What follows belongs to an exercise in optimizing a design on an open flow for small area, a short achievable clock period and few clock cycles; a production flow would make more cautious choices. Function was checked by simulation only, so behaviour that the tests miss may differ from the original. Power and IR drop assume default switching activity.

===== run.sh =====
#!/bin/bash
# synth_recipe.tcl (not shown) runs the flow's synth.tcl, then flattens the netlist and writes it again
# the make line also repeats each setting of config.mk as NAME=value (left out here)
make -C /OpenROAD-flow-scripts/flow DESIGN_CONFIG=/design/flow/config.mk WORK_HOME=/design/flow/orfs CLKGATE_MAP_FILE= SYNTH_SCRIPT=/design/flow/synth_recipe.tcl finish

===== design.v =====
module ark3_gmul (
    input  wire [7:0] a,
    input  wire [7:0] b,
    output reg  [7:0] p
);
    reg [8:0] acc;
    integer i;
    always @* begin
        acc = 9'd0;
        for (i = 7; i >= 0; i = i - 1) begin
            acc = acc << 1;
            if (acc[8]) acc = acc ^ 9'h11D;
            if (b[i])   acc = acc ^ {1'b0, a};
        end
        p = acc[7:0];
    end
endmodule
module ark3_sub (
    input  wire [63:0] x,
    output wire [63:0] y
);
    genvar j;
    generate
        for (j = 0; j < 8; j = j + 1) begin : g_sbox
            wire [7:0] prod;
            ark3_gmul u_mul (
                .a(x[63-8*j -: 8]),
                .b(8'hC0 ^ (j + 1)),
                .p(prod)
            );
            assign y[63-8*j -: 8] = prod ^ 8'h63;
        end
    endgenerate
endmodule
module ark3_perm (
    input  wire [63:0] x,
    output wire [63:0] y
);
    wire [7:0] b0 = x[63:56], b1 = x[55:48], b2 = x[47:40], b3 = x[39:32];
    wire [7:0] b4 = x[31:24], b5 = x[23:16], b6 = x[15:8],  b7 = x[7:0];
    assign y = {b5, b0, b3, b6, b1, b4, b7, b2};
endmodule
module ark3_mix (
    input  wire [63:0] x,
    output wire [63:0] y
);
    genvar m;
    generate
        for (m = 0; m < 4; m = m + 1) begin : g_pair
            wire [7:0] a = x[63-16*m -: 8];
            wire [7:0] b = x[55-16*m -: 8];
            wire [7:0] a2, b3;
            ark3_gmul u_a2 (.a(a), .b(8'h02), .p(a2));
            ark3_gmul u_b3 (.a(b), .b(8'h03), .p(b3));
            assign y[63-16*m -: 8] = a2 ^ b;
            assign y[55-16*m -: 8] = a ^ b3;
        end
    endgenerate
endmodule
module ark3_rt (
    input  wire [63:0] x,
    output wire [63:0] y
);
    wire [63:0] s, p;
    ark3_sub  u_sub  (.x(x), .y(s));
    ark3_perm u_perm (.x(s), .y(p));
    ark3_mix  u_mix  (.x(p), .y(y));
endmodule
module ark3_core (
    input  wire         clk,
    input  wire         rst,         
    input  wire         cmd_valid,
    output wire         cmd_ready,
    input  wire [31:0]  cmd_word,
    input  wire [191:0] cmd_data,
    output reg          done,
    output reg  [63:0]  result,
    output wire [15:0]  status
);
    localparam [7:0] OP_NOP     = 8'h00, OP_GFMUL  = 8'h01, OP_GFADD  = 8'h02,
                     OP_SBOX    = 8'h08, OP_SUB    = 8'h09, OP_PERM   = 8'h0A,
                     OP_MIX     = 8'h0B, OP_RT     = 8'h0C,
                     OP_BSETKEY = 8'h10, OP_BENC   = 8'h11, OP_BDEC   = 8'h12,
                     OP_CSETKEY = 8'h20, OP_CENC   = 8'h21, OP_CDEC   = 8'h22;
    localparam [3:0] E_NONE = 4'd0, E_ILLEGAL_OP = 4'd1, E_RSVD_FIELD = 4'd2,
                     E_BAD_INDEX = 4'd3, E_NO_KEY = 4'd4, E_NO_CFB = 4'd5,
                     E_UNIMPLEMENTED = 4'd6;
    localparam [1:0] S_IDLE = 2'd0, S_EXEC = 2'd1, S_KEYSCHED = 2'd2, S_ENCRYPT = 2'd3;
    reg [63:0] rk [1:27];      
    reg [7:0]  ks [0:7];       
    reg        keyed;
    reg        cfb_rdy;
    reg [3:0]  kpos;
    reg [3:0]  err;
    reg [1:0]   state;
    reg [31:0]  cw;
    reg [191:0] cd;
    reg [63:0]  wu, wl;        
    reg [63:0]  bs;            
    reg [4:0]   rcnt;          
    reg         regen;         
    wire busy = (state != S_IDLE);
    assign cmd_ready = !rst && !busy;
    assign status    = {4'b0000, kpos, err, 1'b0, cfb_rdy, keyed, busy};
    wire [7:0]  op  = cw[7:0];
    wire [3:0]  idx = cw[11:8];
    wire [19:0] rsv = cw[31:12];
    wire [7:0]  opa = cd[7:0];
    wire [7:0]  opb = cd[15:8];
    wire [63:0] opx = cd[63:0];
    reg op_legal;
    always @* begin
        case (op)
            OP_NOP, OP_GFMUL, OP_GFADD, OP_SBOX, OP_SUB, OP_PERM, OP_MIX, OP_RT,
            OP_BSETKEY, OP_BENC, OP_BDEC, OP_CSETKEY, OP_CENC, OP_CDEC: op_legal = 1'b1;
            default: op_legal = 1'b0;
        endcase
    end
    reg [3:0] dec_err;
    always @* begin
        if (!op_legal)                                  dec_err = E_ILLEGAL_OP;
        else if (rsv != 20'd0)                          dec_err = E_RSVD_FIELD;
        else if (op != OP_SBOX && idx != 4'd0)          dec_err = E_RSVD_FIELD;
        else if (op == OP_SBOX && (idx == 4'd0 || idx > 4'd8)) dec_err = E_BAD_INDEX;
        else if (op == OP_BDEC)                         dec_err = E_UNIMPLEMENTED;
        else if (op == OP_BENC && !keyed)               dec_err = E_NO_KEY;
        else if ((op == OP_CENC || op == OP_CDEC) && !cfb_rdy) dec_err = E_NO_CFB;
        else                                            dec_err = E_NONE;
    end
    wire [7:0] mul_b = (op == OP_SBOX) ? (8'hC0 ^ {4'h0, idx}) : opb;
    wire [7:0] mul_p;
    ark3_gmul u_gmul (.a(opa), .b(mul_b), .p(mul_p));
    wire [63:0] sub_y, perm_y, mix_y;
    ark3_sub  u_sub  (.x(opx), .y(sub_y));
    ark3_perm u_perm (.x(opx), .y(perm_y));
    ark3_mix  u_mix  (.x(opx), .y(mix_y));
    wire [63:0] wu_rot = {wl[28:0], wu[63:29]};
    wire [63:0] wl_rot = {wu[28:0], wl[63:29]};
    reg  [63:0] rt_x;
    wire [63:0] rt_y;
    always @* begin
        case (state)
            S_KEYSCHED: rt_x = wu_rot;
            S_ENCRYPT:  rt_x = bs ^ rk[rcnt];
            default:    rt_x = opx;
        endcase
    end
    ark3_rt u_rt (.x(rt_x), .y(rt_y));
    wire [2:0] kp      = kpos[2:0];
    wire [7:0] cfb_out = opa ^ ks[kp];
    wire [7:0] cfb_fb  = (op == OP_CENC) ? cfb_out : opa;
    wire [7:0] rg_out = opa ^ rt_y[63:56];
    wire [7:0] rg_fb  = (op == OP_CENC) ? rg_out : opa;
    integer j;
    always @(posedge clk) begin
        done <= 1'b0;
        if (rst) begin
            state   <= S_IDLE;
            result  <= 64'd0;
            err     <= E_NONE;
            keyed   <= 1'b0;
            cfb_rdy <= 1'b0;
            kpos    <= 4'd8;
        end else begin
            case (state)
                S_IDLE: begin
                    if (cmd_valid) begin
                        cw    <= cmd_word;
                        cd    <= cmd_data;
                        state <= S_EXEC;
                    end
                end
                S_EXEC: begin
                    if (dec_err != E_NONE) begin
                        err    <= dec_err;
                        result <= 64'd0;
                        done   <= 1'b1;
                        state  <= S_IDLE;
                    end else begin
                        case (op)
                            OP_BSETKEY, OP_CSETKEY: begin
                                wu    <= cd[191:128];
                                wl    <= cd[127:64];
                                rcnt  <= 5'd1;
                                state <= S_KEYSCHED;
                            end
                            OP_BENC: begin
                                bs    <= opx;
                                rcnt  <= 5'd1;
                                regen <= 1'b0;
                                state <= S_ENCRYPT;
                            end
                            OP_CENC, OP_CDEC: begin
                                if (kpos == 4'd8) begin
                                    bs    <= {ks[0], ks[1], ks[2], ks[3], ks[4], ks[5], ks[6], ks[7]};
                                    rcnt  <= 5'd1;
                                    regen <= 1'b1;
                                    state <= S_ENCRYPT;
                                end else begin
                                    ks[kp] <= cfb_fb;
                                    kpos   <= kpos + 4'd1;
                                    err    <= E_NONE;
                                    result <= {56'd0, cfb_out};
                                    done   <= 1'b1;
                                    state  <= S_IDLE;
                                end
                            end
                            default: begin
                                err   <= E_NONE;
                                done  <= 1'b1;
                                state <= S_IDLE;
                                case (op)
                                    OP_GFMUL: result <= {56'd0, mul_p};
                                    OP_GFADD: result <= {56'd0, opa ^ opb};
                                    OP_SBOX:  result <= {56'd0, mul_p ^ 8'h63};
                                    OP_SUB:   result <= sub_y;
                                    OP_PERM:  result <= perm_y;
                                    OP_MIX:   result <= mix_y;
                                    OP_RT:    result <= rt_y;
                                    default:  result <= 64'd0;    
                                endcase
                            end
                        endcase
                    end
                end
                S_KEYSCHED: begin
                    rk[rcnt] <= rt_y;
                    wu       <= rt_y;
                    wl       <= wl_rot ^ {59'd0, rcnt};
                    rcnt     <= rcnt + 5'd1;
                    if (rcnt == 5'd27) begin
                        keyed  <= 1'b1;
                        err    <= E_NONE;
                        result <= 64'd0;
                        done   <= 1'b1;
                        state  <= S_IDLE;
                        if (op == OP_CSETKEY) begin
                            for (j = 0; j < 8; j = j + 1)
                                ks[j] <= cd[63-8*j -: 8];
                            kpos    <= 4'd8;
                            cfb_rdy <= 1'b1;
                        end else begin
                            cfb_rdy <= 1'b0;
                        end
                    end
                end
                S_ENCRYPT: begin
                    bs   <= rt_y;
                    rcnt <= rcnt + 5'd1;
                    if (rcnt == 5'd27) begin
                        err   <= E_NONE;
                        done  <= 1'b1;
                        state <= S_IDLE;
                        if (regen) begin
                            ks[0] <= rg_fb;
                            for (j = 1; j < 8; j = j + 1)
                                ks[j] <= rt_y[63-8*j -: 8];
                            kpos   <= 4'd1;
                            result <= {56'd0, rg_out};
                        end else begin
                            result <= rt_y;
                        end
                    end
                end
            endcase
        end
    end
endmodule

===== constraint.sdc =====
create_clock -name core_clock -period 10.0 [get_ports {clk}]
set_input_delay 2.0000 -clock core_clock [delete_from_list [all_inputs] [get_ports {clk}]]
set_output_delay 2.0000 -clock core_clock [all_outputs]
set_load 0.01 [all_outputs]

===== config.mk =====
export PLATFORM = sky130hd
export DESIGN_NAME = ark3_core
export DESIGN_NICKNAME = ark3_core
export VERILOG_FILES = /design/flow/design.v
export SDC_FILE = /design/flow/constraint.sdc
export NUM_CORES = 4
export LEC_CHECK = 0
export CAP_MARGIN = 20
export CORE_MARGIN = 2
export CORE_UTILIZATION = 40
export PLACE_DENSITY = 0.6
export SLEW_MARGIN = 20

==> summary.txt <==
Timing
  • Max Slew Vio Count: 0
  • Final min period: roughly 7.1 ns
  • Final setup viols: 0
  • Slew @ Worst Pin: between 1 and 1.5 ns
  • Setup TNS: 0 ns
  • Ratio of final minimum period to clock period: between 70% and 80%
  • F_max: about 0.14 GHz
  • Unrepaired setup endpoints after global routing: false
  • Slew headroom: under 10%
  • Final Hold Fails: 0
  • Clock Skews: between 0.1 and 0.15 ns

Floorplanning
  • Initial Util: 40.2%
  • Die Y: just over 500 microns
  • # IOs: roughly 310
  • Num rows: 183
  • Core box area: between 0.2 and 0.25 sq mm
  • Die width: ~500 microns
  • Die ar.: about 0.25 sq mm

Yosys
  • Post-synthesis mux area share: approximately an eighth
  • EDFF count, synth: 2214
  • Sequential area share after synthesis: about two thirds
  • Synth Area in Simple Gates: around 6.0%
  • Yosys warns: 2
  • Cell variety after synth: 107
  • Largest family of logic cells by synthesized area: multiplexers
  • Yosys top cell by area: edfxtp_1
  • Async set-reset flop share out of synthesis: 0%
  • Synthesized flop and latch total: approximately 2300
  • Adder-Cell Fraction of Synth Area: less than 1%
  • Main flop type after synthesis: edfxtp_1
  • XOR/XNOR Fraction of Synth Area: 5.31%
  • Synth Area in Compound Gates: under 10%
  • Most common library cells after synthesis: edfxtp_1 (2214), nand2_1 (708), mux4_2 (367)
  • Top-count cell post-synth: edfxtp_1
  • Syn_area_per_cell: 16.1 sq um
  • Netlist area before placement: roughly 0.1 sq mm
  • Synth top area share: between 60% and 70%
  • Syn Inst Count: between 6000 and 7000
  • Synth top area cells: edfxtp_1 (67%), mux4_2 (8.3%), xnor2_1 (2.9%)

GRT
  • First-pass GRT wire length: ~460000 microns
  • Largest net degree at the start of global routing: 130
  • Tot GR Track Use: 25.9%
  • Antenna violations before repair: 25
  • Number of global-route vias before repair: around 58000
  • Global route overflow: 0

Route
  • Vias: ~60000
  • Antenna viol nets, final: 0
  • First-pass iteration count of the detailed router: 8
  • Iter 0 DRT Violations: between 8000 and 9000
  • WL final: around 330000 microns
  • Mean routed wirelength per cell: roughly 33 microns
  • DRC: 0
  • Vias per cell: 6.02

Setup path
  • Req. time, crit path: 10.71 ns
  • WP depth: 12
  • Crit path to: bs[59]$_DFFE_PP_
  • Worst r2r path cells: 12
  • Reg-to-reg endpoint: bs[59]$_DFFE_PP_
  • Critical-path top delay cell: dfxtp_4
  • Flop2flop setup slack: approximately 3 ns
  • Worst path top cell family by delay: XOR/XNOR gates
  • Startpoint Class: flip-flop
  • Critical Path AT: 7.76 ns
  • Cell-by-cell trace of the critical path: buf_12 > mux4_2 > mux4_2 > o21ai_1 > xor2_1 > a221oi_1 > xnor2_1 > xnor2_2 > xnor3_1 > inv_1 > nor2_1 > a31oi_1
  • CP Max Fanout: 90
  • Crit path largest cell delay: 0.89 ns
  • Critical path class: flip-flop to flip-flop
  • Critical Path Most Common Cell: mux4_2
  • Crit end category: flip-flop
  • CP Buf/Inv Count: 2

Clock network
  • Clk pin slew, worst setup/hold paths: roughly 0.060 ns
  • TritonCTS clock tree: yes
  • Clock latency reported for the late side of the worst-skew pair: between 0.9 and 1 ns
  • # hold bufs at CTS: 0
  • CTS sink cnt: approximately 2300
  • H-tree levels: 4
  • Clock Path Buffers: 3
  • CTS root buffer: clkbuf_16
  • TritonCTS Buffers: about 220
  • Buffer count from post-CTS setup fixing: 0
  • Post-cts resize count: 0

Final layout
  • Post-route insts no fill: 10000
  • Layout cells sized above 1: approximately 17%
  • FILL cells: between 20000 and 25000
  • Layout area overhead: 14.6%
  • Final #Nets: approximately 6700

Status
  • Status: complete, no violations

Placement
  • Port bufs: between 300 and 400
  • GP Congestion: ~0.98
  • HPWL Detailed: between 200000 and 250000 microns
  • Post-Place Cells: between 9000 and 10000

Pwr
  • Power per cell area: roughly 200 mW/mm^2
  • Leak Pwr: 37.3 nW
  • VDD IR max: approximately 170 uV

Run
  • Maxcap violations: 0

Min path
  • HP Class: flip-flop to flip-flop
tightest hold or removal path, stage by stage (launching register included):
cell     delay [ns]
dfxtp_1        0.32
nand2_1        0.06
a21oi_1        0.05
registers in the layout (all words and copies together) (netlist names), 2 cells and up, named ones only:
signal  flops
rk       1728
cd        192
bs         64
ks         64
result     64
wl         64
wu         64
cw         32
rcnt        5
kpos        4
err         3
state       2
cell families after synthesis:
family	count (synthesis)
buffers and inverters	483
flip-flops	2299
XOR/XNOR	543
other	1
adder cells (fa/ha/maj)	6
AND/OR/NAND/NOR	1382
multiplexers	648
AO/OA/AOI/OAI	822
power breakdown:
part	total (W)	internal, W	leakage (nW)	switching (W)
clock network	0.00843	0.00472	3.54	0.00371
registers	0.0115	0.0114	20.7	0.0000685
logic	0.00244	0.000591	13.1	0.00185
total	0.0223	0.0167	37.3	0.00562
cell usage in the layout, fill, tap and decap left out, drive strengths merged, types with 71 or more instances in the layout:
master / instances
a31oi: 80
xnor2: 354
edfxtp: 2214
nor2: 348
nand2: 708
nor3: 71
clkinv: 103
a21oi: 140
buf: 214
mux4: 394
mux2i: 192
xor2: 165
clkbuf: 286
a221o: 75
dfxtp: 85
o21ai: 155
clkdlybuf4s50: 301
per-layer routing:
metal / vias up / wire [microns] / global-route usage (%)
met1: 31300 / 133000 / 36.1
met5: - / 90 / 0
met2: 3757 / 152000 / 39.9
met3: 678 / 32500 / 4.83
li1: 24500 / - / -
met4: 14 / 15400 / 10.7
layout make-up:
cell class	count	area, sq um	share of cell area (%)
clock inverter	132	1330	1.16
multi-input combinational	3407	29500	25.8
tap	3330	4170	3.65
antenna	7	17.5	0.0153
sequential	2299	68200	59.7
inverter	40	155	0.136
clock buffer	286	5930	5.19
timing repair buffer	515	4910	4.30
stage by stage:
| stage | hold slack, ns | util [%] | setup slack, ns | power (W) | instance area [sq um] |
|---|---|---|---|---|---|
| final | 0.486 | 46.0 | 2.95 | 0.0223 | 114000 |
| after detailed placement | 0.465 | 43.1 | 3.20 | 0.0141 | 107000 |
| after global routing | 0.514 | 46.0 | 2.80 | 0.0229 | 114000 |
| after CTS | 0.482 | 46.0 | 3.19 | 0.0224 | 114000 |
| after floorplan | 0.466 | - | 0.492 | 0.0128 | 99700 |
| after global placement | 0.472 | 43.0 | 3.22 | 0.0140 | 107000 |
how the worst min path moves through the flow:
stage | from | endpoint | slack [ns] | cells past startpoint
finish | err[1]$_SDFFE_PP0P_ | err[1]$_SDFFE_PP0P_ | 0.49 | 2
global route | result[8]$_SDFFE_PP0P_ | result[8]$_SDFFE_PP0P_ | 0.51 | 2
CTS | err[1]$_SDFFE_PP0P_ | err[1]$_SDFFE_PP0P_ | 0.48 | 2
detailed placement | err[1]$_SDFFE_PP0P_ | err[1]$_SDFFE_PP0P_ | 0.46 | 2
global placement | err[1]$_SDFFE_PP0P_ | err[1]$_SDFFE_PP0P_ | 0.47 | 2
floorplan | keyed$_SDFFE_PP0P_ | keyed$_SDFFE_PP0P_ | 0.47 | 2
Testbench counts, summed over its fixed seeds: cycles 31,490.

==> port drivers added, routing unchanged <==
Ports are ideal in the flow. The routed layout listed here was re-timed in OpenROAD.
Step 1 (the two cells are an assumption about what drives the block):
set clk [get_ports {clk}]
set_driving_cell -lib_cell sky130_fd_sc_hd__clkbuf_16 $clk
set_driving_cell -lib_cell sky130_fd_sc_hd__buf_2 [delete_from_list [all_inputs] $clk]
Step 2 adds t to the input delays and takes it off the output delays; t is the mean of the earliest and latest rising clock arrival at the registers after step 1. Input paths then give back, and output paths get back, about the clock's delay inside the block.
Three values: no drivers, after step 1, after step 2; two values: the first two.
t, ns: 0.956
slack for setup (ns): 2.948 / 2.948 / 2.948
worst hold slack (ns): 0.486 / 0.486 / 0.486
After both steps setup and hold are still met in this run. For this run, drivers alone change the setup slack by 0.000 ns; drivers and shift together by 0.000 ns.
